Background: an optimization exercise with open tools, aiming at small area, a short achievable clock period and few clock cycles. Do not read the settings as production practice. Power and IR drop assume default switching activity.

==> inputs of zinc <==
==> flow/design.v (excerpt) <==
module nes_bankbus (
    input             clk,
    input             rst,
    input      [7:0]  cfg_song,
    input      [7:0]  cfg_region,
    input      [15:0] cfg_init_addr,
    input      [15:0] cfg_play_addr,
    input      [15:0] cfg_load_addr,
    input      [15:0] cfg_vec_nmi,
    input      [15:0] cfg_vec_irq,
    input      [63:0] cfg_bank_init,
    input      [20:0] cfg_file_len,
    input             req_valid,
    output reg        req_ready,
    input      [1:0]  req_op,       
    input      [15:0] req_addr,
    input      [7:0]  req_wdata,
    output reg        resp_valid,
    output reg [7:0]  resp_rdata,
    output reg        resp_err,
    output reg        fault,
    output reg        fault_io,
    output reg        apu_valid,
    output     [15:0] apu_addr,
    output     [7:0]  apu_data,
    output reg        mem_en,
    output reg        mem_we,
    output reg [16:0] mem_addr,
    output reg [7:0]  mem_wdata,
    input      [7:0]  mem_rdata,
    output reg        file_en,
    output reg [20:0] file_addr,
    input      [7:0]  file_rdata,
    input             file_bad
);
    localparam S_IDLE = 4'd0;
    localparam S_ROM  = 4'd1;    
    localparam S_RD1  = 4'd2;    
    localparam S_RD2  = 4'd3;    
    localparam S_BW1  = 4'd4;    
    localparam S_BW2  = 4'd5;    
    localparam S_BW3  = 4'd6;    
    localparam S_ZERO = 4'd7;    
    localparam S_LBS  = 4'd8;    
    localparam S_SRCH = 4'd9;    
    localparam S_FILL = 4'd10;   
    localparam S_FEND = 4'd11;   
    reg [3:0]  state;
    reg [3:0]  nst;
    reg        rst_q;            
    reg [2:0]  kreg;             
    reg        lb_init;          
    reg        banked;           
    reg        flat;             
    reg        ffirst;           
  ...
Settings: LEC_CHECK=0, CAP_MARGIN=20, CORE_MARGIN=2, CORE_UTILIZATION=40, PLACE_DENSITY=0.6, SLEW_MARGIN=20; clock period 12.0 ns.
run.sh (not shown) runs the stock make flow with config.mk's settings and CLKGATE_MAP_FILE= SYNTH_SCRIPT=/design/flow/synth_recipe.tcl, a recipe that flattens the netlist after the stock synthesis.
==> inputs of umber, as changes to zinc <==
==> flow/flow/run.sh (new file) <==
#!/bin/bash
# Standard ORFS layout, but the input and output port buffers are buf_2 cells
# instead of the default delay buffers. Each tool's output goes to a log here.
set -o pipefail
bash standard.sh "BUFFER_PORTS_ARGS=-buffer_cell sky130_fd_sc_hd__buf_2" finish > standard.log 2>&1
==> flow/standard.sh (new file) <==
#!/bin/bash
# synth_recipe.tcl (not shown) runs the flow's synth.tcl, then flattens the netlist and writes it again
# the make line also repeats each setting of config.mk as NAME=value (left out here)
make -C /OpenROAD-flow-scripts/flow DESIGN_CONFIG=/design/flow/config.mk WORK_HOME=/design/flow/orfs CLKGATE_MAP_FILE= SYNTH_SCRIPT=/design/flow/synth_recipe.tcl "${@:-finish}"
removed: flow/run.sh
==> inputs of amber, as changes to zinc <==
--- a/flow/design.v
+++ b/flow/design.v
@@ -42,12 +42,13 @@
     localparam S_BW3  = 4'd6;    
     localparam S_ZERO = 4'd7;    
     localparam S_LBS  = 4'd8;    
     localparam S_SRCH = 4'd9;    
     localparam S_FILL = 4'd10;   
     localparam S_FEND = 4'd11;   
+    localparam S_ZST  = 4'd12;   
     reg [3:0]  state;
     reg [3:0]  nst;
     reg        rst_q;            
     reg [2:0]  kreg;             
     reg        lb_init;          
     reg        banked;           
@@ -154,14 +155,16 @@
                 7'h10: const_byte = 8'hEA;
                 default: const_byte = 8'h00;
             endcase
         end
     end
     wire        in_fill = (state == S_FILL);
-    wire [21:0] f_add   = in_fill ? 22'd1 : (state == S_ZERO) ? 22'h81 : {2'b00, mem_wdata, 12'h081};
-    wire [21:0] f_sum   = {sgn, file_addr} + f_add;
+    wire [12:0] l_sum   = {1'b0, file_addr[11:0]} + (in_fill ? 13'd1 : 13'h081);
+    wire        l_wrap  = (file_addr[11:0] == 12'hFFF);
+    wire [7:0]  h_op    = (state == S_SRCH) ? mem_wdata : 8'h00;
+    wire [9:0]  h_sum   = {sgn, file_addr[20:12]} + {2'b00, h_op} + {9'd0, in_fill ? l_wrap : err};
     wire        f_ok    = in_q && (hlt_q || (heq_q && llt_q));
     wire [14:0] jn      = mem_addr[14:0] + 15'd1;
     wire        f_last  = flat ? (jn == 15'h7FFF) : (jn[11:0] == 12'hFFF);
     wire        b_ok    = f_ok && !(flat && jn == 15'h7FFF);
     wire [2:0]  k_1      = kreg + 3'd1;
     wire        more_init = lb_init && kreg != 3'd7;
@@ -196,17 +199,13 @@
                         if (!cfg_load_addr[15]) begin
                             fault <= 1'b1;
                             fault_io <= 1'b0;
                             resp_valid <= 1'b1;
                             resp_err <= 1'b1;
                         end else begin
-                            mem_en <= 1'b1;
-                            mem_we <= 1'b1;
-                            mem_addr <= 17'd0;
-                            mem_wdata <= 8'h00;
-                            nst = S_ZERO;
+                            nst = S_ZST;
                         end
                     end else if (!req_op[0]) begin
                         mem_we <= 1'b0;
                         if (a[15]) begin
                             nst = S_ROM;
                         end else begin
@@ -266,29 +265,41 @@
                     mem_we <= 1'b1;
                     lb_init <= 1'b0;
                     flat <= 1'b0;
                     nst = S_LBS;
                 end
             end
+            S_ZST: begin
+                mem_en <= 1'b1;
+                mem_we <= 1'b1;
+                mem_addr <= 17'd0;
+                mem_wdata <= 8'h00;
+                nst = S_ZERO;
+            end
             S_ZERO: begin
                 mem_addr[11:0] <= (mem_addr[11:0] == 12'h817) ? 12'hFF8 : jn[11:0];
                 mem_wdata <= (mem_addr[11:0] == 12'h816) ? 8'h40 : 8'h00;
-                {sgn, file_addr} <= {7'h7F, ~cfg_load_addr[14:0]};
+                if (mem_addr[11:0] == 12'hFFE) begin
+                    file_addr[11:0] <= l_sum[11:0];
+                    err <= l_sum[12];
+                end else if (mem_addr[11:0] != 12'hFFF) begin
+                    {sgn, file_addr} <= {7'h7F, ~cfg_load_addr[14:0]};
+                end
                 if (mem_addr[11:0] == 12'hFFF) begin
                     mem_en <= 1'b0;
                     flat <= !banked;
                     if (banked) begin
                         count <= 4'd0;
                         for (i = 0; i < 8; i = i + 1)
                             win[i] <= 4'd0;
                         kreg <= 3'd0;
                         mem_wdata <= cfg_bank_init[7:0];
                         lb_init <= 1'b1;
                         nst = S_LBS;
                     end else begin
-                        {sgn, file_addr} <= f_sum;
+                        {sgn, file_addr[20:12]} <= h_sum;
                         file_en <= 1'b1;
                         err <= 1'b0;
                         ffirst <= 1'b1;
                         nst = S_FILL;
                     end
                 end
@@ -302,12 +313,16 @@
                 nst = S_SRCH;
             end
             S_SRCH: begin
                 mem_addr[3:0] <= jn[3:0];
                 resp_rdata <= mem_rdata;
                 cs <= cs + 4'd1;
+                if (cs == 4'd15) begin
+                    file_addr[11:0] <= l_sum[11:0];
+                    err <= l_sum[12];
+                end
                 if (cs != 4'd15 && cs != 4'd0 && resp_rdata == mem_wdata) begin
                     cs <= cs;
                     resp_rdata <= 8'h00;
                     mem_en <= 1'b0;
                     win[kreg] <= cs;
                     touch_q <= 1'b1;
@@ -327,21 +342,22 @@
                                 win[i] <= 4'd0;
                     end
                     mem_addr <= {13'h0082, vreg};
                     mem_en <= 1'b1;
                     mem_we <= 1'b1;
                     cs <= vreg;
-                    {sgn, file_addr} <= f_sum;
+                    {sgn, file_addr[20:12]} <= h_sum;
                     file_en <= 1'b1;
                     err <= 1'b0;
                     ffirst <= 1'b1;
                     nst = S_FILL;
                 end
             end
             S_FILL: begin
-                {sgn, file_addr} <= f_sum;
+                file_addr[11:0] <= l_sum[11:0];
+                {sgn, file_addr[20:12]} <= h_sum;
                 ffirst <= 1'b0;
                 if (ffirst) begin
                     mem_en <= 1'b0;
                     mem_addr[14:0] <= 15'h7FFF;
                 end else begin
                     mem_en <= 1'b1;
==> flow/flow/run.sh (new file) <==
#!/bin/bash
# Standard ORFS layout, but the input and output port buffers are buf_2 cells
# instead of the default delay buffers. Each tool's output goes to a log here.
set -o pipefail
bash standard.sh "BUFFER_PORTS_ARGS=-buffer_cell sky130_fd_sc_hd__buf_2" finish > standard.log 2>&1
==> flow/standard.sh (new file) <==
#!/bin/bash
# synth_recipe.tcl (not shown) runs the flow's synth.tcl, then flattens the netlist and writes it again
# the make line also repeats each setting of config.mk as NAME=value (left out here)
make -C /OpenROAD-flow-scripts/flow DESIGN_CONFIG=/design/flow/config.mk WORK_HOME=/design/flow/orfs CLKGATE_MAP_FILE= SYNTH_SCRIPT=/design/flow/synth_recipe.tcl "${@:-finish}"
removed: flow/run.sh
==> qor summary <==
metric	umber	amber	zinc
Arrival @ worst endpoint	4.35 ns	5.45 ns	4.53 ns
Layout clock buffers	17	18	17
Final worst clock skew	0.0224 ns	0.0163 ns	0.0239 ns
Combinational gate power	1160 uW	688 uW	1300 uW
Result of the run	timing/DRC/antenna clean	timing/DRC/antenna clean	timing/DRC/antenna clean
Clock network fraction of total power	21.8%	28.0%	21.2%
Die outline width	181 um	185 um	181 um
Mapped cell area	12600 um2	13100 um2	12600 um2
Highest metal used	met5	met4	met5
Area delta synth->final	18.8%	17.5%	30.8%
TAP cells	396	442	396
Max-slew headroom	29.1%	30.2%	26.2%
Portion of synthesized cell area occupied by the leading cell type	35.6%	34.0%	35.6%
Post-route non-filler standard cell count	1988	2089	1983
No functional check of the RTL was part of any run of this note.

[re-timing with driven ports]
How much do the figures lean on ideal ports? The routed layouts below were timed once more, with nothing changed but the port constraints. Step 1 (the two cells are an assumption about what drives the block):
set clk [get_ports {clk}]
set_driving_cell -lib_cell sky130_fd_sc_hd__clkbuf_16 $clk
set_driving_cell -lib_cell sky130_fd_sc_hd__buf_2 [delete_from_list [all_inputs] $clk]
Step 2 times the ports against the registers' clock, not the clock port: input delays grow and output delays shrink by t, the midpoint of the rising clock arrivals with the driver on. a / b / c = ideal ports / drivers / drivers and shift; a / b = the first two.
run	t (ns)	slack for setup (ns)	worst register clock-pin slew, ns
zinc	0.499	7.651 / 7.651 / 7.207	0.09 / 0.09
umber	0.491	7.836 / 7.836 / 7.745	0.09 / 0.09
amber	0.492	6.868 / 6.868 / 6.868	0.08 / 0.08
After both steps every run listed still meets setup and hold. For zinc, which loses most, drivers alone change the setup slack by 0.000 ns; drivers and shift together by -0.444 ns.
